What follows belongs to an exercise in optimizing a design on an open flow for small area; a production flow would make more cautious choices. Only simulation tests tie the RTL to the original design; equivalence was not proved. Power figures rest on the tool's default switching activity, not on a simulated workload.

**config.mk**
```make
export PLATFORM = sky130hd
export DESIGN_NAME = xmodem_rx
export DESIGN_NICKNAME = xmodem_rx
export VERILOG_FILES = /design/flow/design.v
export SDC_FILE = /design/flow/constraint.sdc
export NUM_CORES = 4
export LEC_CHECK = 0
export CAP_MARGIN = 0
export CORE_MARGIN = 2
export CORE_UTILIZATION = 60
export CTS_BUF_LIST = sky130_fd_sc_hd__clkbuf_8
export CTS_CLUSTER_DIAMETER = 60
export CTS_CLUSTER_SIZE = 16
export SLEW_MARGIN = 0
```
**constraint.sdc**
```tcl
create_clock -name core_clock -period 8.0 [get_ports {clk}]
set_input_delay 1.6000 -clock core_clock [delete_from_list [all_inputs] [get_ports {clk}]]
set_output_delay 1.6000 -clock core_clock [all_outputs]
set_load 0.01 [all_outputs]
```
**design.v**
```verilog
module xr_fifo #(
    parameter W = 2
) (
    input  wire         clk,
    input  wire         rst,
    input  wire [1:0]   push_n,    
    input  wire [W-1:0] push_d,
    input  wire         pop,
    output wire         empty,
    output wire         full,
    output wire         two_plus,  
    output wire [W-1:0] head
);
    reg [W-1:0] sr [1:4];
    reg [2:0]   cnt;
    wire do_pop = pop && !empty;
    assign empty    = (cnt == 3'd0);
    assign full     = cnt[2];
    assign two_plus = cnt[2] | cnt[1];
    assign head     = sr[cnt];
    always @(posedge clk) begin
        case (push_n)
            2'd1: begin
                sr[1] <= push_d; sr[2] <= sr[1]; sr[3] <= sr[2]; sr[4] <= sr[3];
            end
            2'd2: begin
                sr[1] <= push_d; sr[2] <= push_d; sr[3] <= sr[1]; sr[4] <= sr[2];
            end
            2'd3: begin
                sr[1] <= push_d; sr[2] <= push_d; sr[3] <= push_d; sr[4] <= sr[1];
            end
            default: ;
        endcase
        if (rst)
            cnt <= 3'd0;
        else
            cnt <= cnt + {1'b0, push_n} - {2'b00, do_pop};
    end
endmodule
module xr_rxring (
    input  wire       clk,
    input  wire       rst,
    input  wire       push,
    input  wire [7:0] push_d,
    input  wire       consume,      
    input  wire       clr_ovf,      
    output wire       nonempty,
    output wire [7:0] head,
    output reg        overflow
);
    reg [7:0] sr [1:15];
    reg [3:0] cnt;
    wire full    = (cnt == 4'd15);
    wire push_ok = push && !full;
    assign nonempty = (cnt != 4'd0);
    assign head     = sr[cnt];
    integer i;
    always @(posedge clk) begin
        if (push_ok) begin
            sr[1] <= push_d;
            for (i = 2; i <= 15; i = i + 1)
                sr[i] <= sr[i-1];
        end
        if (rst) begin
            cnt      <= 4'd0;
            overflow <= 1'b0;
        end else begin
            if (push && full) overflow <= 1'b1;
            else if (clr_ovf) overflow <= 1'b0;
            if (push_ok && !consume)      cnt <= cnt + 4'd1;
            else if (!push_ok && consume) cnt <= cnt - 4'd1;
        end
    end
endmodule
module xmodem_rx (
    input  wire        clk,
    input  wire        rst,
    input  wire        rx_valid,
    input  wire [7:0]  rx_data,
    output wire        tx_valid,
    output wire [7:0]  tx_data,
    input  wire        tx_pop,
    input  wire        tick,
    input  wire        cmd_valid,
    input  wire [7:0]  cmd_op,
    input  wire [7:0]  cmd_arg,
    output reg         rsp_valid,
    output reg  [1:0]  rsp_status,
    output wire [31:0] rsp_data,
    output reg         buf_we,
    output wire [9:0]  buf_addr,
    output reg  [7:0]  buf_wdata,
    output wire        irq
);
    localparam [2:0] S_IDLE = 3'd0, S_WAIT_HEADER = 3'd1, S_WAIT_SEQ = 3'd2,
                     S_WAIT_CSEQ = 3'd3, S_RECEIVE_DATA = 3'd4, S_DONE = 3'd5,
                     S_CANCELLED = 3'd6, S_FAILED = 3'd7;
    localparam [1:0] ST_OK = 2'd0, ST_BUSY = 2'd1, ST_INVALID = 2'd2, ST_EMPTY = 2'd3;
    localparam [1:0] T_NAK = 2'd0, T_C = 2'd1, T_ACK = 2'd2, T_CAN = 2'd3;
    localparam [2:0] K_FRAME128 = 3'd0, K_DONE = 3'd1, K_CANCELLED = 3'd2,
                     K_BAD = 3'd3, K_TIMEOUT = 3'd4, K_FRAME1K = 3'd5;
    localparam [7:0] TIMEOUT = 8'd200;
    reg [2:0]  state;
    reg        mode;
    reg        first;
    reg [7:0]  expected_seq;
    reg [7:0]  rx_seq;
    reg        size_1k;
    reg [10:0] count;
    reg        tcount;
    reg [3:0]  retry;
    reg [7:0]  timer;
    reg [15:0] acc;           
    reg        tick_pend;
    reg [7:0]  ev_seq;        
    reg        rsp_s, rsp_c, rsp_t, rsp_e;
    reg        rsp_snap;      
    reg [2:0]  rsp_kind;
    wire       ring_nonempty;
    wire [7:0] ring_head;
    wire       rx_overflow;
    wire [1:0] txq_head;
    wire [3:0] evq_head;
    wire       tx_full, tx_lt3, txq_empty;
    wire       ev_full, evq_empty;
    function [15:0] swap16;
        input [15:0] x;
        swap16 = {x[7:0], x[15:8]};
    endfunction
    function [15:0] step_ccitt;
        input [15:0] c;
        input [7:0]  b;
        integer i;
        reg [15:0] x;
        begin
            x = c ^ {b, 8'h00};
            for (i = 0; i < 8; i = i + 1)
                x = x[15] ? ((x << 1) ^ 16'h1021) : (x << 1);
            step_ccitt = x;
        end
    endfunction
    wire active = (state != S_IDLE) && (state <= S_RECEIVE_DATA);
    reg [2:0]  n_state;
    reg        n_mode, n_first, n_size_1k, n_tcount;
    reg [7:0]  n_expected_seq, n_rx_seq;
    reg [10:0] n_count;
    reg [3:0]  n_retry;
    reg [7:0]  n_timer;
    reg        acc_clr, acc_en;
    reg [1:0]  tx_push_n;
    reg [1:0]  tx_push_b;
    reg        ev_push;
    reg [2:0]  ev_kind;
    reg        ev_pop, clr_ovf, consume, tick_done, tick_held, byte_held;
    reg        n_buf_we;
    reg [1:0]  n_rsp_status;
    reg        n_rsp_s, n_rsp_c, n_rsp_t, n_rsp_e;
    reg        check_ok;
    wire [7:0] b = ring_head;
    wire data_phase = size_1k ? !count[10] : !count[7];
    wire last_trailer = !mode || tcount;
    always @(*) begin
        n_state        = state;
        n_mode         = mode;
        n_first        = first;
        n_expected_seq = expected_seq;
        n_rx_seq       = rx_seq;
        n_size_1k      = size_1k;
        n_count        = count;
        n_tcount       = tcount;
        n_retry        = retry;
        n_timer        = timer;
        acc_clr        = 1'b0;
        acc_en         = 1'b0;
        tx_push_n      = 2'd0;
        tx_push_b      = T_NAK;
        ev_push        = 1'b0;
        ev_kind        = K_FRAME128;
        ev_pop         = 1'b0;
        clr_ovf        = 1'b0;
        consume        = 1'b0;
        tick_done      = 1'b0;
        tick_held      = 1'b0;
        byte_held      = 1'b0;
        n_buf_we       = 1'b0;
        n_rsp_status   = ST_OK;
        n_rsp_s        = 1'b0;
        n_rsp_c        = 1'b0;
        n_rsp_t        = 1'b0;
        n_rsp_e        = 1'b0;
        check_ok       = (b == acc[7:0]) && (!mode || acc[15:8] == 8'h00);
        if (cmd_valid) begin
            case (cmd_op)
                8'h01: begin
                    case (cmd_arg)
                        8'h03:   n_rsp_s = 1'b1;
                        8'h04:   n_rsp_c = 1'b1;
                        8'h05:   n_rsp_t = 1'b1;
                        default: n_rsp_status = ST_INVALID;
                    endcase
                end
                8'h03: begin
                    if (cmd_arg != 8'd1) n_rsp_status = ST_INVALID;
                    else if (evq_empty)  n_rsp_status = ST_EMPTY;
                    else begin
                        n_rsp_e = 1'b1;
                        ev_pop  = 1'b1;
                    end
                end
                8'h20: begin
                    if (cmd_arg > 8'd1)     n_rsp_status = ST_INVALID;
                    else if (active)        n_rsp_status = ST_BUSY;
                    else if (tx_full)       n_rsp_status = ST_BUSY;
                    else begin
                        n_mode         = cmd_arg[0];
                        n_first        = 1'b1;
                        n_expected_seq = 8'h01;
                        n_retry        = 4'd0;
                        n_rx_seq       = 8'd0;
                        n_size_1k      = 1'b0;
                        n_count        = 11'd0;
                        n_tcount       = 1'b0;
                        tx_push_n      = 2'd1;
                        tx_push_b      = cmd_arg[0] ? T_C : T_NAK;
                        n_state        = S_WAIT_HEADER;
                        n_timer        = TIMEOUT;
                    end
                end
                8'h21: begin
                    if (!active)     n_rsp_status = ST_INVALID;
                    else if (tx_lt3) n_rsp_status = ST_BUSY;
                    else begin
                        tx_push_n = 2'd3;
                        tx_push_b = T_CAN;
                        n_state   = S_CANCELLED;
                        n_timer   = 8'd0;
                    end
                end
                8'h22: clr_ovf = 1'b1;
                default: n_rsp_status = ST_INVALID;
            endcase
        end else begin
            if (tick_pend) begin
                if (timer == 8'd0) begin
                    tick_done = 1'b1;
                end else if (timer != 8'd1) begin
                    n_timer   = timer - 8'd1;
                    tick_done = 1'b1;
                end else if (ev_full) begin
                    tick_held = 1'b1;
                end else begin
                    n_timer   = 8'd0;
                    ev_push   = 1'b1;
                    ev_kind   = K_TIMEOUT;
                    n_state   = S_FAILED;
                    tick_done = 1'b1;
                end
            end
            if (!tick_done && ring_nonempty) begin
                case (state)
                    S_WAIT_HEADER: begin
                        case (b)
                            8'h01, 8'h02: begin
                                n_size_1k = b[1];
                                n_state   = S_WAIT_SEQ;
                            end
                            8'h04: begin
                                if (tx_full || ev_full) byte_held = 1'b1;
                                else begin
                                    tx_push_n = 2'd1; tx_push_b = T_ACK;
                                    ev_push = 1'b1; ev_kind = K_DONE;
                                    n_state = S_DONE;
                                end
                            end
                            8'h18: begin
                                if (ev_full) byte_held = 1'b1;
                                else begin
                                    ev_push = 1'b1; ev_kind = K_CANCELLED;
                                    n_state = S_CANCELLED;
                                end
                            end
                            default: ;
                        endcase
                    end
                    S_WAIT_SEQ: begin
                        n_rx_seq = b;
                        n_state  = S_WAIT_CSEQ;
                    end
                    S_WAIT_CSEQ: begin
                        if (b == ~rx_seq) begin
                            acc_clr = 1'b1;
                            n_state = S_RECEIVE_DATA;
                        end else begin
                            case (b)
                                8'h18: begin
                                    if (ev_full) byte_held = 1'b1;
                                    else begin
                                        ev_push = 1'b1; ev_kind = K_CANCELLED;
                                        n_state = S_CANCELLED;
                                    end
                                end
                                8'h04: begin
                                    if (tx_full || ev_full) byte_held = 1'b1;
                                    else begin
                                        tx_push_n = 2'd1; tx_push_b = T_ACK;
                                        ev_push = 1'b1; ev_kind = K_DONE;
                                        n_state = S_DONE;
                                    end
                                end
                                8'h06: n_state = S_WAIT_HEADER;
                                default: begin
                                    if (retry == 4'd10) begin
                                        if (ev_full) byte_held = 1'b1;
                                        else begin
                                            ev_push = 1'b1; ev_kind = K_BAD;
                                            n_state = S_FAILED;
                                        end
                                    end else begin
                                        if (tx_full) byte_held = 1'b1;
                                        else begin
                                            n_retry   = retry + 4'd1;
                                            tx_push_n = 2'd1;
                                            tx_push_b = (first && mode) ? T_C : T_NAK;
                                            n_state   = S_WAIT_HEADER;
                                        end
                                    end
                                end
                            endcase
                        end
                    end
                    S_RECEIVE_DATA: begin
                        if (data_phase) begin
                            n_buf_we = 1'b1;
                            n_count  = count + 11'd1;
                            acc_en   = 1'b1;
                        end else if (!last_trailer) begin
                            n_tcount = 1'b1;
                            acc_en   = 1'b1;
                        end else begin
                            n_count  = 11'd0;
                            n_tcount = 1'b0;
                            if (rx_seq == expected_seq && check_ok) begin
                                if (tx_full || ev_full) byte_held = 1'b1;
                                else begin
                                    ev_push        = 1'b1;
                                    ev_kind        = size_1k ? K_FRAME1K : K_FRAME128;
                                    n_expected_seq = expected_seq + 8'd1;
                                    n_retry        = 4'd0;
                                    n_first        = 1'b0;
                                    tx_push_n      = 2'd1;
                                    tx_push_b      = T_ACK;
                                    n_state        = S_WAIT_HEADER;
                                end
                            end else if (retry == 4'd10) begin
                                if (ev_full) byte_held = 1'b1;
                                else begin
                                    ev_push = 1'b1; ev_kind = K_BAD;
                                    n_state = S_FAILED;
                                end
                            end else begin
                                if (tx_full) byte_held = 1'b1;
                                else begin
                                    n_retry   = retry + 4'd1;
                                    tx_push_n = 2'd1;
                                    tx_push_b = (first && mode) ? T_C : T_NAK;
                                    n_state   = S_WAIT_HEADER;
                                end
                            end
                        end
                    end
                    default: ;
                endcase
                if (byte_held) begin
                    n_state        = state;
                    n_first        = first;
                    n_expected_seq = expected_seq;
                    n_retry        = retry;
                    n_count        = count;
                    n_tcount       = tcount;
                end else begin
                    consume = 1'b1;
                    n_timer = ((n_state != S_IDLE) && (n_state <= S_RECEIVE_DATA)) ? TIMEOUT : 8'd0;
                end
            end
        end
    end
    wire [3:0] ev_rec = {expected_seq == 8'd1, ev_kind};
    wire [15:0] crc_next = swap16(step_ccitt(swap16(acc), b));
    wire ev_adv = rsp_valid && rsp_e;    
    always @(posedge clk) begin
        if (acc_clr)
            acc <= 16'h0000;
        else if (acc_en)
            acc <= {crc_next[15:8], mode ? crc_next[7:0] : acc[7:0] + b};
        if (ev_push && evq_empty)
            ev_seq <= expected_seq;
        else if (ev_adv)
            ev_seq <= evq_head[3] ? 8'd1 : ev_seq + 8'd1;
        rsp_snap  <= n_rsp_s ? rx_overflow : txq_empty;
        rsp_kind  <= evq_head[2:0];
        rsp_status <= n_rsp_status;
        rsp_s      <= n_rsp_s;
        rsp_c      <= n_rsp_c;
        rsp_t      <= n_rsp_t;
        rsp_e      <= n_rsp_e;
        buf_wdata <= ring_head;
        if (rst) begin
            state        <= S_IDLE;
            mode         <= 1'b0;
            first        <= 1'b1;
            expected_seq <= 8'h01;
            rx_seq       <= 8'd0;
            size_1k      <= 1'b0;
            count        <= 11'd0;
            tcount       <= 1'b0;
            retry        <= 4'd0;
            timer        <= 8'd0;
            tick_pend    <= 1'b0;
            rsp_valid    <= 1'b0;
            buf_we       <= 1'b0;
        end else begin
            state        <= n_state;
            mode         <= n_mode;
            first        <= n_first;
            expected_seq <= n_expected_seq;
            rx_seq       <= n_rx_seq;
            size_1k      <= n_size_1k;
            count        <= n_count;
            tcount       <= n_tcount;
            retry        <= n_retry;
            timer        <= n_timer;
            tick_pend    <= (tick_pend && !tick_done) || tick;
            rsp_valid    <= cmd_valid;
            buf_we       <= n_buf_we;
        end
    end
    wire        k_done  = (rsp_kind == K_DONE);
    wire [7:0]  ev_sq   = ev_seq - {7'd0, k_done};
    wire [31:0] w_status = {rx_seq, 4'd0, retry, expected_seq, timer != 8'd0,
                            rsp_snap, first, mode, 1'b0, state};
    wire [31:0] w_count  = {17'd0, rsp_snap, size_1k, 1'b0, tcount, count};
    wire [31:0] w_timer  = {24'd0, timer};
    wire [31:0] w_event  = {5'd0, rsp_kind == K_FRAME1K, 2'd0, rsp_kind == K_FRAME128,
                            7'd0, ev_sq, 5'b00100,
                            rsp_kind[2] & ~rsp_kind[0], rsp_kind[1],
                            rsp_kind[0] & ~rsp_kind[2]};
    assign rsp_data = ({32{rsp_s}} & w_status) | ({32{rsp_c}} & w_count) |
                      ({32{rsp_t}} & w_timer)  | ({32{rsp_e}} & w_event);
    xr_rxring u_ring (
        .clk      (clk),
        .rst      (rst),
        .push     (rx_valid),
        .push_d   (rx_data),
        .consume  (consume),
        .clr_ovf  (clr_ovf),
        .nonempty (ring_nonempty),
        .head     (ring_head),
        .overflow (rx_overflow)
    );
    xr_fifo #(.W(2)) u_txq (
        .clk    (clk),
        .rst    (rst),
        .push_n (tx_push_n),
        .push_d (tx_push_b),
        .pop      (tx_pop),
        .empty    (txq_empty),
        .full     (tx_full),
        .two_plus (tx_lt3),
        .head     (txq_head)
    );
    xr_fifo #(.W(4)) u_evq (
        .clk    (clk),
        .rst    (rst),
        .push_n ({1'b0, ev_push}),
        .push_d (ev_rec),
        .pop      (ev_pop),
        .empty    (evq_empty),
        .full     (ev_full),
        .two_plus (),
        .head     (evq_head)
    );
    assign tx_valid = !txq_empty;
    assign tx_data  = (txq_head == T_NAK) ? 8'h15 :
                      (txq_head == T_C)   ? 8'h43 :
                      (txq_head == T_ACK) ? 8'h06 : 8'h18;
    assign irq      = !evq_empty;
    assign buf_addr = count[9:0] - 10'd1;
endmodule
```
**flow/run.sh**
```bash
#!/bin/bash
# Own layout flow: the standard ORFS flow with two changes.
#  1. Synthesis is the standard synthesis script, except that ABC maps
#     the combinational logic with an area-oriented script (flow/area.script)
#     instead of ORFS's delay-oriented one. Flip-flops are mapped before ABC
#     runs, so the registers (names, count, cell types) are unchanged.
#  2. Port buffers use the smallest buffer cell (buf_1); every input and
#     output port still gets its buffer.
# Each tool's full output goes to a log file in this folder.
set -euo pipefail
HERE=$(pwd)
FLOWDIR=$HERE/flow

# ORFS synthesis script with the ABC script replaced
sed 's#^\(  *\)log_cmd abc {\*}$abc_args#\1set abc_args [lreplace $abc_args 1 1 '"$FLOWDIR"'/area.script]\n\1log_cmd abc {*}$abc_args#' \
    "$FLOW_HOME/scripts/synth.tcl" > "$HERE/own_synth_orfs.tcl"
grep -q "area.script" "$HERE/own_synth_orfs.tcl"

# The standard flow's synthesis wrapper, sourcing the script above
sed 's#source \$::env(SCRIPTS_DIR)/synth.tcl#source '"$HERE"'/own_synth_orfs.tcl#' \
    "$HERE/synth_recipe.tcl" > "$HERE/own_synth.tcl"
grep -q "own_synth_orfs.tcl" "$HERE/own_synth.tcl"

bash "$HERE/standard.sh" \
    "SYNTH_SCRIPT=$HERE/own_synth.tcl" \
    "BUFFER_PORTS_ARGS=-buffer_cell sky130_fd_sc_hd__buf_1" \
    finish > "$HERE/flow_make.log" 2>&1
test -s "$HERE/out/final.def"
```
**flow/area.script**
```
strash
dc2
dch -f
amap -m -A 8
topo
```
**standard.sh**
```bash
#!/bin/bash
# synth_recipe.tcl (not shown) runs the flow's synth.tcl, then flattens the netlist and writes it again
# the make line also repeats each setting of config.mk as NAME=value (left out here)
make -C /OpenROAD-flow-scripts/flow DESIGN_CONFIG=/design/flow/config.mk WORK_HOME=/design/flow/orfs CLKGATE_MAP_FILE= SYNTH_SCRIPT=/design/flow/synth_recipe.tcl "${@:-finish}"
```
==> flow_summary.ini, run 1 <==
[route]
detail-route-antenna-nets = 0
routed_wl_um = 32200
first_iter_violations = 1181
routed-via-count = 10300
wl_per_cell_um = 19.9
route.detailed.drc = 0
drt-vias-per-instance = 6.34
dr.pass1.iters = 8

[yosys]
synth-main-ff-cell = edfxtp_1
synth_mux_area_frac = 0
synth_top_cell_area_share = 0.388
ys_seq_elements = 246
async_flop_share = 0
synth_area_leader_cell = edfxtp_1
synth_fa_ha_area_frac = 0.0387
synth_edf_count = 152
synth_top_family_by_area = compound AO/OA/AOI/OAI gates
synth_compound_area_frac = 0.200
ys_types = 50
yosys-top-cells-area = edfxtp_1, dfxtp_1, nor2_1, clkinv_1, ha_1
syn-instance-count = 1211
synth_area_mm2 = 0.0118
syn_avg_cell_area_um2 = 9.72
yosys.area_share.simple = 0.157
yosysWarnings = 21
synth-seq-area-share = 0.547
synth-xor-area-share = 0.000744

[place]
dp.cells = 1585
pre_cts_ws_ns = 1.33
post_dp_cell_area_mm2 = 0.0126
dp_hpwl_um = 23400
io_buffers = 88
gp_congestion = 0.971

[floorplan]
rows = 51
start_util = 0.609
die_height_um = 144
ios = 94
core_mm2 = 0.0193
die-area_mm2 = 0.0208
die_w_um = 144

[sta]
fin_crit_sh = 0.864
finClkSkew_ns = 0.0394
finalMaxSlewViolations = 0
setup_tns_ns = 0
finalHoldViolCount = 0
period_needed_ns = 6.91
setup_slack_ns = 1.09
fmax_ghz = 0.145
rsz0062_at_grt = no
tightest_slew_ns = 1.19
slew_headroom = 0.201
setup_viol = 0
hold_ws_ns = 0.450

[min_path]
holdPathStages = 0
holdCritStartpoint = u_ring.sr[12][1]
min_to = u_ring.sr[13][1]
min_path_type = flip-flop to flip-flop

[global_route]
grt_overflow = 0
grtUsageTotal = 0.308
grt_max_degree = 99
grt_pass1_vias = 9198
grt_pass1_wl_um = 49400
antenna_found_initial = 0

[finish]
final_cell_mix = nor2_1, clkinv_1, edfxtp_1
stdcell_count = 1621
synthToLayoutAreaGrowth_pct = 10.2
drive_gt1_frac = 0.0369
nets = 1406
final_util = 0.671
final_common_cell = nor2_1
num_antenna_cells = 0
stdcell_area_mm2 = 0.0130

[setup_path]
critPathLaunchType = flip-flop
cp_common_cell = clkinv_1
critPathMaxFanout = 13
crit_buf_inv = 5
end_kind = flip-flop
critPathTopFamily = simple AND/OR/NAND/NOR gates
crit_required_ns = 8.44
crit_arrival_ns = 7.36
worst-path-stages = 25
critical_path.slowest_cell = nor3_1
rr_startpoint = u_ring.cnt[1]
r2r_slack_ns = 1.09
crit_type = flip-flop to flip-flop
slowest_delay_ns = 0.98
worstRegToRegCells = 25
rr_endpoint = count[9]

[power]
p_total_mw = 3.67
peakVddDrop_mv = 0.259
powerDensity_mw_per_mm2 = 283
leakage_nw = 4.36

[cts]
cts-hold-fix-buffers = 0
clock_sinks = 246
htree_levels = 1
cts_root_buf = clkbuf_8
path_clk_slew_ns = 0.10
clockBufferDepth = 3
clock_latency_ns = 0.56
cts_tree = yes
postCtsSetupBuffers = 0
cts_resized = 0
cts-buffers-inserted = 20

[run_status]
outcome = timing/DRC/antenna clean

[flow_run]
max-cap-violations = 0
-- worst max path at each step --
stage	endpoint	start
3_5_place_dp	count[9]	u_ring.cnt[1]
5_1_grt	count[9]	u_ring.cnt[1]
6_report	count[9]	u_ring.cnt[1]
3_3_place_gp	count[9]	u_ring.cnt[1]
2_1_floorplan	u_ring.cnt[3]	rx_valid
4_1_cts	count[9]	u_ring.cnt[1]
-- report_power, final --
part           internal [mW]  switching (mW)  leakage [nW]
logic                  0.454           0.922          1.88
clock network          0.283           0.414         0.238
registers               1.48           0.117          2.24
total                   2.22            1.45          4.36
-- cells in the mapped netlist (all sizes together) (24+ instances only) --
cell    number
nor2       185
nor3        48
dfxtp       94
a211oi      24
ha          30
a21oi       59
nand2       87
o21ai       56
o22ai       44
nand3       26
a22oi       34
clkinv     165
edfxtp     152
-- final cells by class --
class                   instances  area, um^2
inverters                     165         619
flip-flops and latches        246        6450
clock inverters                15        96.3
well taps                     265         332
repair buffers                111         504
clock buffers                  21         289
fillers                      1605        6360
multi-input cells             798        4690
-- per-layer routing --
metal | routed length, um | GRT usage | vias up
met5 | 0 | 0 | -
met4 | 1020 | 0.0929 | 0
met3 | 3660 | 0.0695 | 88
met2 | 13400 | 0.448 | 585
met1 | 14200 | 0.462 | 4762
li1 | - | - | 4835
-- logic make-up after synthesis --
logic type,Yosys count
AND/OR/NAND/NOR,418
adder cells (fa/ha/maj),34
XOR/XNOR,1
buffers and inverters,171
AO/OA/AOI/OAI,340
flip-flops,246
other,1
-- state kept, by name (all words and copies together), names as in the netlist, 3 cells and up --
signal,cells
acc,16
u_txq.sr,8
ev_seq,8
count,11
timer,8
u_ring.sr,120
state,3
expected_seq,8
buf_wdata,8
u_ring.cnt,4
rx_seq,8
rsp_kind,3
u_evq.cnt,3
u_txq.cnt,3
u_evq.sr,16
retry,4
-- worst register-to-register path: cells and delay by family (launching register included) --
kind	cells	cell delay, ns
AOI/OAI and AO/OA	8	1.86
DFF	1	0.59
and+or+nand+nor	12	3.31
buffers and inverters	5	1.06
==> run 2: changes to the inputs <==
--- a/config.mk
+++ b/config.mk
@@ -7,5 +7,5 @@
 export LEC_CHECK = 0
-export CAP_MARGIN = 0
+export CAP_MARGIN = 20
 export CORE_MARGIN = 2
-export CORE_UTILIZATION = 60
+export CORE_UTILIZATION = 40
 export CTS_BUF_LIST = sky130_fd_sc_hd__clkbuf_8
@@ -13,2 +13,2 @@
 export CTS_CLUSTER_SIZE = 16
-export SLEW_MARGIN = 0
+export SLEW_MARGIN = 20
==> run 2 against run 1 <==
  * Still clean on timing, DRC and antenna
  * Critical path depth is 1 lower
  * Register-to-register slack better by 0.08 ns
  * Sequential cell count stayed put
  * Design area is 1.8% higher
  * Largest power group unchanged
  * Highest routed layer unchanged
==> flow_summary.ini, run 2 <==
[floorplan]
start_util = 0.408
ios = 94
core_mm2 = 0.0289
die_w_um = 176
rows = 62
die_height_um = 176
die-area_mm2 = 0.0308

[finish]
final_cell_mix = nor2_1, clkinv_1, edfxtp_1
regMostFlops = u_ring.sr
fillers = 2837
num_antenna_cells = 0
largest_reg_flops = 120
drive_gt1_frac = 0.0434
reg.largest.list = u_ring.sr (120), acc (16), u_evq.sr (16)
final_util = 0.458
stdcell_count = 1743
nets = 1407
final_common_cell = nor2_1
synthToLayoutAreaGrowth_pct = 12.2

[sta]
setup_tns_ns = 0
fin_crit_sh = 0.854
tightest_slew_ns = 1.04
setup_viol = 0
finClkSkew_ns = 0.0189
period_needed_ns = 6.83
fmax_ghz = 0.146
rsz0062_at_grt = no
finalHoldViolCount = 0
slew_headroom = 0.302
finalMaxSlewViolations = 0

[cts]
postCtsSetupBuffers = 0
path_clk_slew_ns = 0.10
clockBufferDepth = 3
cts_resized = 0
cts_tree = yes
htree_levels = 1
cts-buffers-inserted = 22
clock_sinks = 246
cts_root_buf = clkbuf_8
clock_latency_ns = 0.57
cts-hold-fix-buffers = 0

[route]
routed-via-count = 10100
dr.pass1.iters = 8
wl_per_cell_um = 19.5
routed_wl_um = 34000
route.detailed.drc = 0
first_iter_violations = 1140
drt-vias-per-instance = 5.78
detail-route-antenna-nets = 0

[place]
gp_congestion = 0.920
io_buffers = 88
dp_hpwl_um = 25100
dp.cells = 1703

[global_route]
grt_max_degree = 74
grtUsageTotal = 0.219
grt_overflow = 0
antenna_found_initial = 0
grt_pass1_wl_um = 53200
grt_pass1_vias = 9295

[power]
powerDensity_mw_per_mm2 = 285
peakVddDrop_mv = 0.237
p_total_mw = 3.76
leakage_nw = 4.38

[yosys]
post-synth-top-count-cell = nor2_1
ys_types = 50
ys_top_cells_by_count = nor2_1, clkinv_1, edfxtp_1
synth_top_cell_area_share = 0.388
ys_seq_elements = 246
synth_edf_count = 152
synth-main-ff-cell = edfxtp_1
synth-seq-area-share = 0.547
synth_area_leader_cell = edfxtp_1
syn_avg_cell_area_um2 = 9.72
synth_area_mm2 = 0.0118
yosys-top-cells-area = edfxtp_1, dfxtp_1, nor2_1, clkinv_1, ha_1
async_flop_share = 0
syn-instance-count = 1211
yosysWarnings = 21

[setup_path]
critPathMaxFanout = 10
crit_arrival_ns = 7.32
crit_required_ns = 8.49
path_cells = clkinv_1 > nand2_1 > nor2_1 > clkinv_1 > o21ai_0 > o22ai_1 > or4_1 > nor4_1 > nor2_1 > clkinv_1 > nor2_1 > o211ai_1 > o21ai_0 > nand2_1 > clkinv_1 > a311oi_1 > clkinv_1 > nor3_1 > nand2_1 > nor2_1 > nand2_1 > nor2_1 > a21oi_1 > a311oi_1
slowest_delay_ns = 0.80
critical_path.slowest_cell = o21ai_0
crit_type = flip-flop to flip-flop
end_kind = flip-flop
critPathLaunchType = flip-flop

[flow_run]
max-cap-violations = 0

[run_status]
outcome = timing/DRC/antenna clean

[min_path]
min_path_type = flip-flop to flip-flop
run 2: cell counts after synthesis:
No cell type changed its count.
run 2: worst paths after layout:
path	from	end	slack [ns]	cells after the start
hold / removal	u_ring.sr[5][7]	u_ring.sr[6][7]	0.45	0
setup / recovery	u_ring.cnt[3]	count[9]	1.17	24
hold reg to reg	u_ring.sr[5][7]	u_ring.sr[6][7]	0.45	0
setup reg to reg	u_ring.cnt[3]	count[9]	1.17	24
run 2: power by group:
part	leakage, nW	internal [mW]	switching, mW	total, mW
sequential	2.24	1.48	0.124	1.61
combinational	1.88	0.452	0.910	1.36
clock	0.262	0.338	0.453	0.791
total	4.38	2.27	1.49	3.76
run 2: final cells by class:
type / count / area, um^2 / area share
sequential: 246 / 6450 / 0.488
clock inverter: 18 / 163 / 0.0123
multi-input combinational: 798 / 4700 / 0.356
tap: 384 / 480 / 0.0364
inverter: 165 / 619 / 0.0469
clock buffer: 22 / 303 / 0.0229
timing repair buffer: 110 / 497 / 0.0376
run 2: cells by family (layout without fill, tap and decap cells):
logic type,Yosys count,in the layout,synth area share
AOI/OAI and AO/OA,340,340,0.200
xor gates and xnor gates,1,1,0.000744
adders and majority gates,34,34,0.0387
buffers and inverters,171,315,0.0561
DFF,246,246,0.547
other,1,5,0.000318
and+or+nand+nor,418,418,0.157
run 2: layer usage:
layer	part of all wire	global-route usage
met1	0.49	0.348
met2	0.41	0.315
met3	0.082	0.0288
met4	0.015	0.0482
met5	0	0
run 2: critical path: cells and delay by family, from the launching register on:
family | cells | cell delay, ns
simple gates | 12 | 2.85
compound gates | 7 | 2.20
buf+inv | 5 | 1.29
flops | 1 | 0.40
run 2: stage by stage:
| stage | setup slack, ns | hold WS, ns | cell area [um^2] |
|---|---|---|---|
| 3_5_place_dp | 1.21 | 0.433 | 12700 |
| 3_3_place_gp | 1.51 | 0.430 | 12700 |
| 4_1_cts | 1.16 | 0.445 | 13200 |
| 6_report | 1.17 | 0.447 | 13200 |
| 5_1_grt | 0.505 | 0.448 | 13200 |
| 2_1_floorplan | 1.39 | 0.419 | 11800 |
==> run 3: changes to the inputs <==
==> flow/area.script (replaced) <==
strash
balance -l; resub -K 6 -l; rewrite -l; resub -K 6 -N 2 -l; refactor -l; resub -K 8 -l; balance -l; resub -K 8 -N 2 -l; rewrite -l; resub -K 10 -l; rewrite -z -l; resub -K 10 -N 2 -l; balance -l; resub -K 12 -l; refactor -z -l; resub -K 12 -N 2 -l; rewrite -z -l; balance -l
dch -f
amap -m -A 8
topo
strash
dch -f
amap -m -A 8
topo
--- a/config.mk
+++ b/config.mk
@@ -7,5 +7,5 @@
 export LEC_CHECK = 0
-export CAP_MARGIN = 20
+export CAP_MARGIN = 0
 export CORE_MARGIN = 2
-export CORE_UTILIZATION = 40
+export CORE_UTILIZATION = 70
 export CTS_BUF_LIST = sky130_fd_sc_hd__clkbuf_8
@@ -13,2 +13,2 @@
 export CTS_CLUSTER_SIZE = 16
-export SLEW_MARGIN = 20
+export SLEW_MARGIN = 0
==> run 3 against run 2 <==
  * Sequential power is essentially flat
  * Non-clock buffer count grew 2
  * Critical path type unchanged
  * Sequential share of layout area grew 2.0 points
==> flow_summary.ini, run 3 <==
[run_status]
outcome = timing/DRC/antenna clean

[floorplan]
die_w_um = 133
ios = 94
die_height_um = 133
core_mm2 = 0.0164
die-area_mm2 = 0.0176
rows = 47
start_util = 0.707

[sta]
rsz0062_at_grt = no
finalHoldViolCount = 0
setup_tns_ns = 0
period_needed_ns = 6.77
setup_viol = 0
fmax_ghz = 0.148
finalMaxSlewViolations = 0
fin_crit_sh = 0.846
finClkSkew_ns = 0.0318
slew_headroom = 0.165
tightest_slew_ns = 1.25

[power]
leakage_nw = 4.23
p_total_mw = 3.42
powerDensity_mw_per_mm2 = 269
peakVddDrop_mv = 0.341

[setup_path]
crit_type = flip-flop to flip-flop
worstSetupEndpoint = u_ring.cnt[3]
setup.worst_path.start = u_ring.cnt[1]
critical_path.slowest_cell = nor2b_1
crit_arrival_ns = 7.20
r2r_slack_ns = 1.23
rr_endpoint = u_ring.cnt[3]
worstRegToRegCells = 28
slowest_delay_ns = 0.58
critPathMaxFanout = 10
rr_startpoint = u_ring.cnt[1]
end_kind = flip-flop
crit_required_ns = 8.44
critPathLaunchType = flip-flop

[cts]
clock_latency_ns = 0.53
postCtsSetupBuffers = 0
path_clk_slew_ns = 0.11
clockBufferDepth = 3
cts_root_buf = clkbuf_8
cts_resized = 0
clock_sinks = 246
htree_levels = 1
cts-buffers-inserted = 19
cts_tree = yes
cts-hold-fix-buffers = 0

[finish]
regMostFlops = u_ring.sr
final_common_cell = nor2_1
reg.largest.list = u_ring.sr (120), acc (16), u_evq.sr (16)
stdcell_area_mm2 = 0.0127
fillers = 1141
stdcell_count = 1546
synthToLayoutAreaGrowth_pct = 9.39
largest_reg_flops = 120
final_cell_mix = nor2_1, clkinv_1, edfxtp_1
drive_gt1_frac = 0.0354
multiInputGateArea_mm2 = 0.00456
num_antenna_cells = 0
final_util = 0.773
nets = 1378
seqCellArea_mm2 = 0.00645

[yosys]
synth_area_leader_cell = edfxtp_1
yosysWarnings = 21
yosys-top-cells-area = edfxtp_1, dfxtp_1, nor2_1, clkinv_1, a22oi_1
ys_top_cells_by_count = nor2_1, clkinv_1, edfxtp_1
ys_seq_elements = 246
syn_avg_cell_area_um2 = 9.80
async_flop_share = 0
synth-main-ff-cell = edfxtp_1
synth_edf_count = 152
post-synth-top-count-cell = nor2_1
synth-seq-area-share = 0.556
ys_types = 51
syn-instance-count = 1183
synth_top_cell_area_share = 0.394
synth_area_mm2 = 0.0116

[flow_run]
max-cap-violations = 0

[place]
post_dp_cell_area_mm2 = 0.0124
dp.cells = 1513
dp_hpwl_um = 23500
gp_congestion = 0.953
io_buffers = 88

[global_route]
grt_max_degree = 78
grtUsageTotal = 0.361
grt_overflow = 0
antenna_found_initial = 0
grt_pass1_vias = 9284
grt_pass1_wl_um = 50000

[route]
routed_wl_um = 32100
dr.pass1.iters = 8
first_iter_violations = 1768
route.detailed.drc = 0
drt-vias-per-instance = 6.64
wl_per_cell_um = 20.8
detail-route-antenna-nets = 0
routed-via-count = 10300

[min_path]
min_path_type = flip-flop to flip-flop
holdCritStartpoint = u_ring.sr[2][0]
[run 3: cells by family after synthesis]
logic type / count (synthesis) / synth area share
other: 1 / 0.000323
flip-flops: 246 / 0.556
buffers and inverters: 158 / 0.0528
AND/OR/NAND/NOR: 413 / 0.157
AO/OA/AOI/OAI: 331 / 0.194
adder cells (fa/ha/maj): 34 / 0.0393
[run 3: worst min path at each step]
stage / endpoint / depth (start not counted)
final: u_ring.sr[3][0] / 0
after global placement: u_ring.sr[5][5] / 0
after floorplan: rsp_snap / 2
after global routing: u_ring.sr[14][1] / 0
after CTS: u_ring.sr[10][1] / 0
after detailed placement: u_ring.sr[3][5] / 0
[run 3: per-stage QoR]
stage,setup slack [ns],hold slack (ns)
after detailed placement,1.48,0.436
after global placement,1.88,0.426
after global routing,0.605,0.458
after CTS,1.39,0.432
after floorplan,1.31,0.419
final,1.23,0.454
[run 3: final cells by class]
cell class,instances,share of cell area
multi-input cells,783,0.360
inverters,152,0.0450
clock inverters,14,0.00464
clock buffers,19,0.0206
repair buffers,112,0.0403
flip-flops and latches,246,0.508
well taps,220,0.0217
[run 3: report_power, final]
part	internal [mW]	switching, mW
Sequential	1.48	0.119
Clock	0.226	0.397
Combinational	0.404	0.797
Total	2.11	1.31
[run 3: layer usage]
metal / wire length [um] / GRT usage / share of wire / up-vias
li1: - / - / - / 4705
met1: 13300 / 0.539 / 0.41 / 4771
met5: 0 / 0 / 0 / -
met4: 1110 / 0.122 / 0.035 / 0
met2: 14100 / 0.541 / 0.44 / 690
met3: 3640 / 0.0621 / 0.11 / 104
[run 3: worst max-delay path: cells and delay by family (launching register included)]
family                     cells  cell delay, ns
adders and majority gates      2            0.51
and+or+nand+nor               11            2.17
AOI/OAI and AO/OA              9            2.39
DFF                            1            0.45
buffers and inverters          6            1.16
==> run 4: changes to the inputs <==
--- a/config.mk
+++ b/config.mk
@@ -9,3 +9,3 @@
 export CORE_MARGIN = 2
-export CORE_UTILIZATION = 70
+export CORE_UTILIZATION = 60
 export CTS_BUF_LIST = sky130_fd_sc_hd__clkbuf_8
==> run 4 against run 3 <==
  * Wire length fell by 1.0%
  * Maximum frequency down 1.3%
  * Synthesized cell count unchanged
  * Total power rose by 1.5%
  * First-iteration DRC count is 27% lower
  * Sequential power about the same
  * Hold slack gained 0.0013 ns
  * Register-to-register slack worse by 0.09 ns
  * Critical endpoint unchanged
==> flow_summary.ini, run 4 <==
[floorplan]
die-area_mm2 = 0.0205
die_height_um = 143
core_mm2 = 0.0188
start_util = 0.616
rows = 50
die_w_um = 143
ios = 94

[power]
p_int_mw = 2.14
seqPwrFrac = 0.458
peakVddDrop_mv = 0.232
leakage_nw = 4.26
powerDensity_mw_per_mm2 = 271
clkPwrFrac = 0.197
p_sw_frac = 0.383
switchingPower_mw = 1.33
pwr-share-comb = 0.345

[global_route]
grt_pass1_vias = 8978
grt_pass1_wl_um = 48500
antenna_found_initial = 0
grtUsageTotal = 0.306
grt_overflow = 0
grt_max_degree = 66

[finish]
drive_gt1_frac = 0.0406
nets = 1380
seqCellArea_mm2 = 0.00645
synthToLayoutAreaGrowth_pct = 10.4
fillers = 1530
largest_reg_flops = 120
multiInputGateArea_mm2 = 0.00456
final_cell_mix = nor2_1, clkinv_1, edfxtp_1
final_common_cell = nor2_1
regMostFlops = u_ring.sr
num_antenna_cells = 0
reg.largest.list = u_ring.sr (120), acc (16), u_evq.sr (16)

[setup_path]
crit_arrival_ns = 7.33
crit_required_ns = 8.47
critPathLaunchType = flip-flop
crit_buf_inv = 6
crit_type = flip-flop to flip-flop
critPathTopFamily = compound AO/OA/AOI/OAI gates
setup.worst_path.start = u_ring.cnt[0]
slowest_delay_ns = 0.57
critical_path.slowest_cell = nor2b_1
critPathMaxFanout = 12
end_kind = flip-flop
rr_startpoint = u_ring.cnt[0]

[yosys]
synth_area_leader_cell = edfxtp_1
ys_top_cells_by_count = nor2_1, clkinv_1, edfxtp_1
synth-seq-area-share = 0.556
async_flop_share = 0
syn-instance-count = 1183
synth_edf_count = 152
syn_avg_cell_area_um2 = 9.80
synth_top_cell_area_share = 0.394
synth_area_mm2 = 0.0116
ys_seq_elements = 246
ys_types = 51
synth-main-ff-cell = edfxtp_1
yosys-top-cells-area = edfxtp_1, dfxtp_1, nor2_1, clkinv_1, a22oi_1
yosysWarnings = 21
post-synth-top-count-cell = nor2_1

[flow_run]
max-cap-violations = 0

[place]
gp_congestion = 0.951
pre_cts_ws_ns = 1.52
io_buffers = 88
dp_hpwl_um = 23500

[sta]
setup_tns_ns = 0
fin_crit_sh = 0.858
finalHoldViolCount = 0
setup_slack_ns = 1.14
finClkSkew_ns = 0.0480
rsz0062_at_grt = no
hold_ws_ns = 0.455
finalMaxSlewViolations = 0
period_needed_ns = 6.86
setup_viol = 0
slew_headroom = 0.229
tightest_slew_ns = 1.14
fmax_ghz = 0.146

[min_path]
min_path_type = flip-flop to flip-flop
holdCritStartpoint = u_evq.sr[2][0]

[route]
wl_per_cell_um = 20.0
routed_wl_um = 31700
drt-vias-per-instance = 6.31
first_iter_violations = 1289
routed-via-count = 10000
route.detailed.drc = 0
dr.pass1.iters = 9
detail-route-antenna-nets = 0

[run_status]
outcome = timing/DRC/antenna clean

[cts]
clock_latency_ns = 0.56
cts_tree = yes
cts_resized = 0
htree_levels = 1
path_clk_slew_ns = 0.10
clockBufferDepth = 3
cts_root_buf = clkbuf_8
postCtsSetupBuffers = 0
cts-buffers-inserted = 21
cts-hold-fix-buffers = 0
clock_sinks = 246
run 4: cell counts after synthesis:
Identical to the previous run, type by type.
run 4: power by group through the flow:
stage	combinational (mW)	sequential (mW)	clock, mW
floorplan	0.835	1.59	0
global placement	1.15	1.61	0
detailed placement	1.17	1.61	0
CTS	1.18	1.59	0.695
global route	1.33	1.60	0.733
finish	1.20	1.59	0.683
run 4: final cells by class:
cell class,instances,share of cell area
Multi-Input combinational cell,783,0.356
Tap cell,260,0.0254
Clock inverter,17,0.00801
Clock buffer,21,0.0226
Inverter,152,0.0446
Timing Repair Buffer,112,0.0400
Sequential cell,246,0.503
run 4: path summary, 6_finish.rpt:
path | endpoint | cells after the start | slack, ns
worst min register to register | u_evq.sr[3][0] | 0 | 0.45
worst max-delay path | u_ring.cnt[3] | 28 | 1.14
worst min-delay path | u_evq.sr[3][0] | 0 | 0.45
worst max register to register | u_ring.cnt[3] | 28 | 1.14
run 4: per-layer routing:
layer  up-vias  wire (um)  track usage
li1       4693          -            -
met1      4669      14000        0.479
met2       612      13500        0.442
met3        65       3570       0.0476
met4         0        728       0.0818
met5         -          0            0
run 4: cells by family (layout without fill, tap and decap cells):
| logic type | after synthesis | after routing | synth area share |
|---|---|---|---|
| and+or+nand+nor | 413 | 413 | 0.157 |
| AOI/OAI and AO/OA | 331 | 331 | 0.194 |
| DFF | 246 | 246 | 0.556 |
| buffers and inverters | 158 | 302 | 0.0528 |
| adders and majority gates | 34 | 34 | 0.0393 |
| other | 1 | 5 | 0.000323 |
run 4: through the flow:
stage | power, mW | utilization | instances | cell area, um^2
5_1_grt | 3.67 | 0.680 | 1591 | 12800
2_1_floorplan | 2.42 | - | 1187 | 11600
3_3_place_gp | 2.76 | 0.659 | 1553 | 12400
6_report | 3.47 | 0.680 | 1591 | 12800
3_5_place_dp | 2.78 | 0.659 | 1553 | 12400
4_1_cts | 3.46 | 0.680 | 1591 | 12800
run 4: worst register-to-register path, delay by kind of cell (launching register included):
| kind | cells | cell delay (ns) |
|---|---|---|
| AOI/OAI and AO/OA | 9 | 2.50 |
| adders and majority gates | 2 | 0.52 |
| buffers and inverters | 6 | 1.16 |
| DFF | 1 | 0.45 |
| and+or+nand+nor | 11 | 2.12 |
==> run 5: changes to the inputs <==
--- a/design.v
+++ b/design.v
@@ -11,3 +11,4 @@
     output wire         two_plus,  
-    output wire [W-1:0] head
+    output wire [W-1:0] head,
+    output reg  [W-1:0] popped     
 );
@@ -20,2 +21,10 @@
     assign head     = sr[cnt];
+    always @(*) begin
+        case (cnt[1:0])
+            2'd0:    popped = sr[1];
+            2'd1:    popped = sr[2];
+            2'd2:    popped = sr[3];
+            default: popped = sr[4];
+        endcase
+    end
     always @(posedge clk) begin
@@ -25,5 +34,2 @@
             end
-            2'd2: begin
-                sr[1] <= push_d; sr[2] <= push_d; sr[3] <= sr[1]; sr[4] <= sr[2];
-            end
             2'd3: begin
@@ -117,3 +123,2 @@
     reg        rsp_snap;      
-    reg [2:0]  rsp_kind;
     wire       ring_nonempty;
@@ -123,2 +128,3 @@
     wire [3:0] evq_head;
+    wire [3:0] evq_popped;
     wire       tx_full, tx_lt3, txq_empty;
@@ -399,3 +405,2 @@
         rsp_snap  <= n_rsp_s ? rx_overflow : txq_empty;
-        rsp_kind  <= evq_head[2:0];
         rsp_status <= n_rsp_status;
@@ -436,2 +441,3 @@
     end
+    wire [2:0]  rsp_kind = evq_popped[2:0];    
     wire        k_done  = (rsp_kind == K_DONE);
@@ -468,3 +474,4 @@
         .two_plus (tx_lt3),
-        .head     (txq_head)
+        .head     (txq_head),
+        .popped   ()
     );
@@ -479,3 +486,4 @@
         .two_plus (),
-        .head     (evq_head)
+        .head     (evq_head),
+        .popped   (evq_popped)
     );
--- a/flow/area.script
+++ b/flow/area.script
@@ -3,3 +3,3 @@
 dch -f
-amap -m -A 8
+amap -m -A 8 -F 4
 topo
@@ -7,3 +7,7 @@
 dch -f
-amap -m -A 8
+amap -m -A 8 -F 4
 topo
+strash
+dch -f
+amap -m -A 8 -F 4
+topo
--- a/config.mk
+++ b/config.mk
@@ -9,3 +9,3 @@
 export CORE_MARGIN = 2
-export CORE_UTILIZATION = 60
+export CORE_UTILIZATION = 70
 export CTS_BUF_LIST = sky130_fd_sc_hd__clkbuf_8
==> run 5 against run 4 <==
  * Utilization grew 11 points
  * Combinational power grew 5%
  * Sequential cell count shrank 3
  * Design area shrank 1.8%
  * Synthesized cell count shrank 0.34%
  * Area after synthesis shrank 0.80%
  * Count of clock-buffer cells in the layout grew 1
  * Sequential power is essentially flat
  * Largest cell class unchanged
  * Largest power group unchanged
==> flow_summary.ini, run 5 <==
[cts]
cts_root_buf = clkbuf_8
cts-hold-fix-buffers = 0
clock_latency_ns = 0.54
htree_levels = 1
clock_sinks = 243
clockBufferDepth = 3
postCtsSetupBuffers = 0
cts_tree = yes
cts_resized = 0
path_clk_slew_ns = 0.10
cts-buffers-inserted = 20

[floorplan]
start_util = 0.719
rows = 46
die_w_um = 132
die-area_mm2 = 0.0175
die_height_um = 132
ios = 94
core_mm2 = 0.0160

[route]
route.detailed.drc = 0
detail-route-antenna-nets = 0
routed-via-count = 10300
drt-vias-per-instance = 6.74
first_iter_violations = 1661
dr.pass1.iters = 9
routed_wl_um = 32500
wl_per_cell_um = 21.2

[sta]
fin_crit_sh = 0.861
finalHoldViolCount = 0
slew_headroom = 0.227
finClkSkew_ns = 0.0317
finalMaxSlewViolations = 0
tightest_slew_ns = 1.15
period_needed_ns = 6.88
rsz0062_at_grt = no
setup_viol = 0
setup_slack_ns = 1.12
fmax_ghz = 0.145
setup_tns_ns = 0

[setup_path]
slowest_delay_ns = 0.55
worstRegToRegCells = 31
worst-path-stages = 31
cp_common_cell = nor2_1
crit_arrival_ns = 7.35
crit_required_ns = 8.47
end_kind = flip-flop
crit_type = flip-flop to flip-flop
critical_path.slowest_cell = o32ai_1
critPathMaxFanout = 8
critPathLaunchType = flip-flop
critPathTopFamily = compound AO/OA/AOI/OAI gates
crit_buf_inv = 5

[yosys]
synth-seq-area-share = 0.555
ys_top_cells_by_count = nor2_1, clkinv_1, edfxtp_1
yosysWarnings = 21
synth_edf_count = 152
syn_avg_cell_area_um2 = 9.76
synth_area_mm2 = 0.0115
async_flop_share = 0
syn-instance-count = 1179
synth_area_leader_cell = edfxtp_1
yosys-top-cells-area = edfxtp_1, dfxtp_1, nor2_1, clkinv_1, o22ai_1
ys_types = 46
synth_top_cell_area_share = 0.397
post-synth-top-count-cell = nor2_1
synth-main-ff-cell = edfxtp_1
ys_seq_elements = 243

[min_path]
min_path_type = flip-flop to flip-flop
holdPathStages = 0

[power]
p_total_mw = 3.51
leakage_nw = 4.19
peakVddDrop_mv = 0.302
powerDensity_mw_per_mm2 = 279

[finish]
fillers = 1056
largest_reg_flops = 120
num_antenna_cells = 0
final_cell_mix = nor2_1, clkinv_1, edfxtp_1
reg.largest.list = u_ring.sr (120), acc (16), u_evq.sr (16)
synthToLayoutAreaGrowth_pct = 9.36
nets = 1368
final_common_cell = nor2_1
drive_gt1_frac = 0.0334
regMostFlops = u_ring.sr

[global_route]
grt_pass1_vias = 9358
grt_max_degree = 65
grt_pass1_wl_um = 50400
grtUsageTotal = 0.365
antenna_found_initial = 0
grt_overflow = 0

[run_status]
outcome = timing/DRC/antenna clean

[place]
dp_hpwl_um = 23800
gp_congestion = 0.985
io_buffers = 88
pre_cts_ws_ns = 1.43

[flow_run]
max-cap-violations = 0
-- run 5: cell count changes in the layout (fill, tap and decap cells not counted), sizes merged, moves of 8 or more --
| cell | delta |
|---|---|
| nor2 | -8 |
| a211oi | -11 |
| o21ai | +15 |
| buf | -8 |
| clkinv | +9 |
| nor4 | -10 |
-- run 5: kinds of logic (layout without fill, tap and decap cells) --
family	count (synthesis)	in the layout	synth area share
AND/OR/NAND/NOR	387	387	0.146
other	1	5	0.000326
flip-flops	243	243	0.555
AO/OA/AOI/OAI	344	344	0.200
buffers and inverters	168	302	0.0564
XOR/XNOR	1	1	0.000762
adder cells (fa/ha/maj)	35	35	0.0407
-- run 5: report_power, final --
part           internal (mW)  switching (mW)  total (mW)
sequential              1.46           0.110        1.57
clock                  0.261           0.410       0.671
combinational          0.436           0.824        1.26
-- run 5: worst reg2reg max path: cells and delay by family (launching register included) --
kind | cells | cell delay, ns
AO/OA/AOI/OAI | 11 | 2.54
buffers and inverters | 5 | 1.12
AND/OR/NAND/NOR | 12 | 1.73
flip-flops | 1 | 0.45
adder cells (fa/ha/maj) | 3 | 0.98
-- run 5: metrics by stage --
stage               hold WS, ns   util  instances  area, um^2
finish                    0.442  0.786       1533       12600
global route              0.462  0.786       1533       12600
CTS                       0.444  0.786       1533       12600
detailed placement        0.435  0.763       1497       12200
global placement          0.431  0.763       1497       12200
floorplan                 0.421      -       1183       11500
-- run 5: worst paths after layout --
path,startpoint,to,slack (ns)
max,u_ring.cnt[0],u_ring.cnt[3],1.12
min,u_ring.sr[8][5],u_ring.sr[9][5],0.44
max reg2reg,u_ring.cnt[0],u_ring.cnt[3],1.12
min reg2reg,u_ring.sr[8][5],u_ring.sr[9][5],0.44
-- run 5: routing by layer --
layer | global-route usage | up-vias | share of wire
li1 | - | 4655 | -
met1 | 0.536 | 4737 | 0.39
met2 | 0.562 | 831 | 0.45
met3 | 0.0681 | 109 | 0.13
met4 | 0.106 | 0 | 0.030
met5 | 0 | - | 0
-- run 5: layout make-up --
cell class | instances | area (um^2) | area share
tap | 216 | 270 | 0.0215
multi-input combinational | 772 | 4490 | 0.357
clock buffer | 22 | 303 | 0.0241
timing repair buffer | 104 | 452 | 0.0359
sequential | 243 | 6390 | 0.508
clock inverter | 14 | 70.1 | 0.00557
inverter | 162 | 608 | 0.0483
==> run 6: changes to the inputs <==
--- a/flow/run.sh
+++ b/flow/run.sh
@@ -1,10 +1,2 @@
 #!/bin/bash
-# Own layout flow: the standard ORFS flow with two changes.
-#  1. Synthesis is the standard synthesis script, except that ABC maps
-#     the combinational logic with an area-oriented script (flow/area.script)
-#     instead of ORFS's delay-oriented one. Flip-flops are mapped before ABC
-#     runs, so the registers (names, count, cell types) are unchanged.
-#  2. Port buffers use the smallest buffer cell (buf_1); every input and
-#     output port still gets its buffer.
-# Each tool's full output goes to a log file in this folder.
 set -euo pipefail
@@ -26,2 +18,3 @@
     "BUFFER_PORTS_ARGS=-buffer_cell sky130_fd_sc_hd__buf_1" \
+    "CTS_ARGS=-sink_clustering_enable -repair_clock_nets -sink_clustering_size 16 -sink_clustering_max_diameter 60 -buf_list sky130_fd_sc_hd__clkbuf_8 -dont_use_dummy_load" \
     finish > "$HERE/flow_make.log" 2>&1
==> run 6 against run 5 <==
  * Still clean on timing, DRC and antenna
  * Sequential share of layout area rose by 0.40 points
  * Area after synthesis did not move
  * Total power fell by 2.1%
  * Critical endpoint unchanged
  * Largest power group unchanged
==> flow_summary.ini, run 6 <==
[route]
first_iter_violations = 1848
route.detailed.drc = 0
wl_per_cell_um = 21.3
routed_wl_um = 32300
routed-via-count = 10300
detail-route-antenna-nets = 0
dr.pass1.iters = 6
drt-vias-per-instance = 6.77

[place]
dp.cells = 1497
dp_hpwl_um = 23800
io_buffers = 88
gp_congestion = 0.985
pre_cts_ws_ns = 1.43
post_dp_cell_area_mm2 = 0.0122

[flow_run]
max-cap-violations = 0

[setup_path]
crit_arrival_ns = 7.32
critPathLaunchType = flip-flop
crit_required_ns = 8.46
slowest_delay_ns = 0.55
end_kind = flip-flop
critPathMaxFanout = 8
worstRegToRegCells = 31
crit_type = flip-flop to flip-flop
worstSetupEndpoint = u_ring.cnt[3]
r2r_slack_ns = 1.14
critical_path.slowest_cell = o32ai_1
cp_common_cell = nor2_1
rr_startpoint = u_ring.cnt[0]
rr_endpoint = u_ring.cnt[3]
setup.worst_path.start = u_ring.cnt[0]

[finish]
final_cell_mix = nor2_1, clkinv_1, edfxtp_1
final_common_cell = nor2_1
fillers = 1072
stdcell_count = 1517
regMostFlops = u_ring.sr
nets = 1368
synthToLayoutAreaGrowth_pct = 8.52
num_antenna_cells = 0
drive_gt1_frac = 0.0292
largest_reg_flops = 120
stdcell_area_mm2 = 0.0125
reg.largest.list = u_ring.sr (120), acc (16), u_evq.sr (16)
final_util = 0.780

[min_path]
min_path_type = flip-flop to flip-flop

[yosys]
post-synth-top-count-cell = nor2_1
ys_top_cells_by_count = nor2_1, clkinv_1, edfxtp_1
ys_types = 46
synth-seq-area-share = 0.555
synth_area_leader_cell = edfxtp_1
synth_area_mm2 = 0.0115
ys_seq_elements = 243
yosysWarnings = 21
yosys-top-cells-area = edfxtp_1, dfxtp_1, nor2_1, clkinv_1, o22ai_1
synth-main-ff-cell = edfxtp_1
syn_avg_cell_area_um2 = 9.76
async_flop_share = 0
syn-instance-count = 1179
synth_edf_count = 152
synth_top_cell_area_share = 0.397

[global_route]
grt_util_met2 = 0.558
grtUsageMet3 = 0.0688
grt_overflow = 0
grtUsageTotal = 0.364
antenna_found_initial = 0
busiest_layer = met2
grtUsageMet1 = 0.533
grt_pass1_vias = 9308
grt_max_degree = 65
grt_pass1_wl_um = 50300

[sta]
finalHoldViolCount = 0
finClkSkew_ns = 0.0455
setup_slack_ns = 1.14
period_needed_ns = 6.86
fin_crit_sh = 0.857
rsz0062_at_grt = no
slew_headroom = 0.236
finalMaxSlewViolations = 0
fmax_ghz = 0.146
setup_tns_ns = 0
tightest_slew_ns = 1.13
setup_viol = 0

[cts]
cts_root_buf = clkbuf_8
cts-hold-fix-buffers = 0
clock_latency_ns = 0.54
clockBufferDepth = 3
cts_resized = 0
path_clk_slew_ns = 0.10
cts_tree = yes
clock_sinks = 243
cts-buffers-inserted = 20
htree_levels = 1
postCtsSetupBuffers = 0

[power]
leakage_nw = 4.11
p_sw_frac = 0.381
seqPwrFrac = 0.458
peakVddDrop_mv = 0.300
switchingPower_mw = 1.31
powerDensity_mw_per_mm2 = 275
p_int_mw = 2.12
pwr-share-comb = 0.367
clkPwrFrac = 0.175

[floorplan]
rows = 46
die_height_um = 132
die-area_mm2 = 0.0175
start_util = 0.719
ios = 94
core_mm2 = 0.0160
die_w_um = 132

[run_status]
outcome = timing/DRC/antenna clean
-- run 6: per-stage QoR --
stage,hold slack [ns],total power [mW]
detailed placement,0.435,2.82
CTS,0.432,3.40
global route,0.443,3.61
finish,0.430,3.43
global placement,0.431,2.77
floorplan,0.421,2.45
-- run 6: power by group through the flow --
stage               Sequential (mW)  Combinational [mW]  Clock (mW)
global placement               1.59                1.18           0
CTS                            1.57                1.23       0.603
finish                         1.57                1.26       0.600
detailed placement             1.59                1.22           0
global route                   1.58                1.38       0.641
floorplan                      1.57               0.878           0
-- run 6: how the worst min path moves through the flow --
| stage | from | depth (start not counted) | slack (ns) | to |
|---|---|---|---|---|
| after CTS | u_ring.sr[8][5] | 0 | 0.43 | u_ring.sr[9][5] |
| final | u_ring.sr[8][5] | 0 | 0.43 | u_ring.sr[9][5] |
| after global placement | u_ring.sr[8][6] | 0 | 0.43 | u_ring.sr[9][6] |
| after detailed placement | u_ring.sr[4][5] | 0 | 0.43 | u_ring.sr[5][5] |
| after global routing | u_ring.sr[13][0] | 0 | 0.44 | u_ring.sr[14][0] |
| after floorplan | u_ring.sr[1][1] | 0 | 0.42 | u_ring.sr[2][1] |
-- run 6: cell type report --
cell class              count  area [um^2]  area share
repair buffers            104          452      0.0362
multi-input cells         772         4490       0.360
inverters                 162          608      0.0487
well taps                 216          270      0.0216
clock buffers              20          275      0.0221
flip-flops and latches    243         6390       0.512
-- run 6: metal layers --
metal	vias to the layer above	wire length, um
li1	4638	-
met1	4732	12600
met2	800	14400
met3	98	4330
met4	0	1050
met5	-	0
-- run 6: critical path: cells and delay by family (launching register included) --
family	cells	cell delay, ns
adders and majority gates	3	0.96
buffers and inverters	5	1.10
and+or+nand+nor	12	1.73
DFF	1	0.46
AOI/OAI and AO/OA	11	2.56
-- run 6: kinds of logic (layout without fill, tap and decap cells) --
logic type,count (synthesis),after routing,synth area share
simple gates,387,387,0.146
compound gates,344,344,0.200
flops,243,243,0.555
buf+inv,168,286,0.0564
fa+ha+maj,35,35,0.0407
other cells,1,5,0.000326
xor+xnor,1,1,0.000762
==> run 7: changes to the inputs <==
--- a/design.v
+++ b/design.v
@@ -120,3 +120,4 @@
     reg        tick_pend;
-    reg [7:0]  ev_seq;        
+    reg [7:0]  ev_m1;         
+    reg        ev_started;    
     reg        rsp_s, rsp_c, rsp_t, rsp_e;
@@ -160,2 +161,3 @@
     reg        ev_pop, clr_ovf, consume, tick_done, tick_held, byte_held;
+    reg        start_ok;
     reg        n_buf_we;
@@ -188,2 +190,3 @@
         tick_done      = 1'b0;
+        start_ok       = 1'b0;
         tick_held      = 1'b0;
@@ -220,2 +223,3 @@
                     else begin
+                        start_ok       = 1'b1;
                         n_mode         = cmd_arg[0];
@@ -395,2 +399,6 @@
     wire ev_adv = rsp_valid && rsp_e;    
+    wire [2:0]  rsp_kind  = evq_popped[2:0];    
+    wire        k_done    = (rsp_kind == K_DONE);
+    wire [7:0]  ev_m1_inc = ev_m1 + 8'd1;
+    wire [7:0]  ev_sq     = k_done ? ev_m1 : ev_m1_inc;
     always @(posedge clk) begin
@@ -400,6 +408,14 @@
             acc <= {crc_next[15:8], mode ? crc_next[7:0] : acc[7:0] + b};
-        if (ev_push && evq_empty)
-            ev_seq <= expected_seq;
-        else if (ev_adv)
-            ev_seq <= evq_head[3] ? 8'd1 : ev_seq + 8'd1;
+        if (rst)
+            ev_m1 <= 8'd0;
+        else if (ev_adv && !evq_empty)
+            ev_m1 <= evq_head[3] ? 8'd0 : ev_m1_inc;
+        else if (evq_empty && (start_ok || (ev_adv && ev_started)))
+            ev_m1 <= 8'd0;
+        else if (evq_empty && ev_adv && (rsp_kind == K_FRAME128 || rsp_kind == K_FRAME1K))
+            ev_m1 <= ev_m1_inc;    
+        if (ev_push)
+            ev_started <= 1'b0;
+        else if (start_ok)
+            ev_started <= 1'b1;
         rsp_snap  <= n_rsp_s ? rx_overflow : txq_empty;
@@ -441,5 +457,2 @@
     end
-    wire [2:0]  rsp_kind = evq_popped[2:0];    
-    wire        k_done  = (rsp_kind == K_DONE);
-    wire [7:0]  ev_sq   = ev_seq - {7'd0, k_done};
     wire [31:0] w_status = {rx_seq, 4'd0, retry, expected_seq, timer != 8'd0,
==> run 7 against run 6 <==
  * Sequential power about the same
  * Hold slack improved by 0.014 ns
  * Wire length increased by 0.16%
  * First-iteration DRC count fell by 19%
  * Maximum frequency fell by 0.67%
  * Highest routed layer unchanged
  * Still clean
==> flow_summary.ini, run 7 <==
[setup_path]
critPathTopFamily = compound AO/OA/AOI/OAI gates
crit_required_ns = 8.48
critPathMaxFanout = 8
critPathLaunchType = flip-flop
cp_common_cell = nor2_1
slowest_delay_ns = 0.58
crit_type = flip-flop to flip-flop
end_kind = flip-flop
critical_path.slowest_cell = a2111oi_1
crit_arrival_ns = 7.38
crit_buf_inv = 5

[yosys]
synth-main-ff-cell = edfxtp_1
synth_top_cell_area_share = 0.376
syn_avg_cell_area_um2 = 9.55
synth-seq-area-share = 0.549
synth_edf_count = 144
synth_area_leader_cell = edfxtp_1
synth_area_mm2 = 0.0115
ys_top_cells_by_count = nor2_1, clkinv_1, edfxtp_1
ys_seq_elements = 244
ys_types = 45
async_flop_share = 0
yosys-top-cells-area = edfxtp_1, dfxtp_1, nor2_1, clkinv_1, a21oi_1
yosysWarnings = 21
syn-instance-count = 1205
post-synth-top-count-cell = nor2_1

[sta]
tightest_slew_ns = 1.20
period_needed_ns = 6.90
slew_headroom = 0.197
finClkSkew_ns = 0.0617
finalHoldViolCount = 0
setup_viol = 0
fmax_ghz = 0.145
rsz0062_at_grt = no
finalMaxSlewViolations = 0
setup_tns_ns = 0
fin_crit_sh = 0.863

[cts]
cts-hold-fix-buffers = 0
cts_root_buf = clkbuf_8
clock_sinks = 244
postCtsSetupBuffers = 0
path_clk_slew_ns = 0.10
clockBufferDepth = 3
cts-buffers-inserted = 19
cts_tree = yes
htree_levels = 1
clock_latency_ns = 0.54
cts_resized = 0

[route]
route.detailed.drc = 0
drt-vias-per-instance = 6.70
wl_per_cell_um = 21.0
dr.pass1.iters = 7
routed_wl_um = 32400
routed-via-count = 10300
first_iter_violations = 1501
detail-route-antenna-nets = 0

[place]
dp.cells = 1519
dp_hpwl_um = 23300
gp_congestion = 1.03
io_buffers = 88

[power]
powerDensity_mw_per_mm2 = 283
peakVddDrop_mv = 0.371
leakage_nw = 4.09

[finish]
stdcell_count = 1538
final_common_cell = nor2_1
num_antenna_cells = 0
drive_gt1_frac = 0.0257
largest_reg_flops = 120
regMostFlops = u_ring.sr
synthToLayoutAreaGrowth_pct = 8.26
final_cell_mix = nor2_1, clkinv_1, edfxtp_1
reg.largest.list = u_ring.sr (120), acc (16), u_evq.sr (16)
nets = 1387

[floorplan]
die_height_um = 132
die_w_um = 132
start_util = 0.720
die-area_mm2 = 0.0175
rows = 46
core_mm2 = 0.0160
ios = 94

[global_route]
grt_pass1_wl_um = 50600
antenna_found_initial = 0
grt_pass1_vias = 9561
grt_overflow = 0
grtUsageTotal = 0.365
grt_max_degree = 87

[min_path]
min_path_type = flip-flop to flip-flop

[run_status]
outcome = timing/DRC/antenna clean

[flow_run]
max-cap-violations = 0
## run 7: changes by cell type in the layout (fill, tap and decap cells not counted), sizes merged, moves of 9 or more
cell	change
clkinv	+11
a21oi	+21
dfxtp	+9
nand3	-9
nor2	+21
## run 7: stage by stage
stage / setup slack, ns / total power [mW] / util / hold slack, ns / instance area (um^2)
after CTS: 1.32 / 3.48 / 0.779 / 0.441 / 12500
final: 1.10 / 3.53 / 0.779 / 0.444 / 12500
after detailed placement: 1.34 / 2.89 / 0.763 / 0.434 / 12200
after global routing: 0.462 / 3.70 / 0.779 / 0.445 / 12500
after floorplan: 1.48 / 2.50 / - / 0.419 / 11500
after global placement: 1.50 / 2.85 / 0.763 / 0.430 / 12200
## run 7: layout make-up
cell class | instances | area, um^2
clock buffer | 19 | 262
timing repair buffer | 100 | 422
sequential | 244 | 6330
fill | 1104 | 3540
multi-input combinational | 786 | 4540
inverter | 173 | 649
tap | 216 | 270
## run 7: logic make-up (layout without fill, tap and decap cells)
group | after synthesis | in the layout | share of synthesized area
compound gates | 358 | 358 | 0.205
flops | 244 | 244 | 0.549
fa+ha+maj | 33 | 33 | 0.0385
other cells | 1 | 5 | 0.000326
simple gates | 390 | 390 | 0.147
buf+inv | 179 | 292 | 0.0600
## run 7: path summary, 6_finish.rpt
check	from	to	slack (ns)	cells past startpoint
min reg2reg	u_ring.sr[13][1]	u_ring.sr[14][1]	0.44	0
max reg2reg	u_ring.cnt[0]	u_ring.cnt[3]	1.10	29
min	u_ring.sr[13][1]	u_ring.sr[14][1]	0.44	0
max	u_ring.cnt[0]	u_ring.cnt[3]	1.10	29
## run 7: worst reg2reg max path, delay by kind of cell, from the launching register on
family	cells	cell delay [ns]
adder cells (fa/ha/maj)	3	0.97
AND/OR/NAND/NOR	10	1.31
buffers and inverters	5	1.11
flip-flops	1	0.43
AO/OA/AOI/OAI	11	3.03
## run 7: power by group
part	internal, mW	switching [mW]	leakage [nW]
registers	1.47	0.119	2.21
logic	0.446	0.905	1.75
clock network	0.214	0.376	0.137
total	2.13	1.40	4.09
## run 7: metal layers
metal  global-route usage  vias to the layer above  wire (um)
met2                0.589                      802      14800
met4                0.154                        0       1560
met5                    0                        -          0
met3               0.0638                      145       3980
li1                     -                     4709          -
met1                0.492                     4651      12100

==> afterwards: timing with drivers on the ports <==
No port has a modelled driver above. Below, the same layouts with a new extraction and two added sets of constraints. Step 1, drivers: a clkbuf_16 drives clk and a buf_2 each remaining input, both assumed. Step 2 moves the port delays by t, midway between the first and last clock arrival at a register: inputs arrive t later, outputs are due t later. That takes back most of the time a late clock gives input paths. Three values: ideal ports, drivers, drivers and shift; two values: the first two.
run | t, ns | slack for setup (ns) | worst data-port slew with drivers (ns) | cell pins on the clock port's net
run 1 | 0.586 | 1.088 / 1.088 / 1.088 | 0.04 | 1
run 2 | 0.609 | 1.169 / 1.169 / 1.169 | 0.04 | 1
run 3 | 0.558 | 1.232 / 1.232 / 1.232 | 0.03 | 1
run 4 | 0.581 | 1.140 / 1.140 / 1.140 | 0.04 | 1
run 5 | 0.572 | 1.115 / 1.115 / 1.115 | 0.05 | 1
run 6 | 0.554 | 1.143 / 1.143 / 1.143 | 0.06 | 1
run 7 | 0.546 | 1.097 / 1.097 / 1.097 | 0.04 | 1
After both steps every run listed still meets setup and hold.
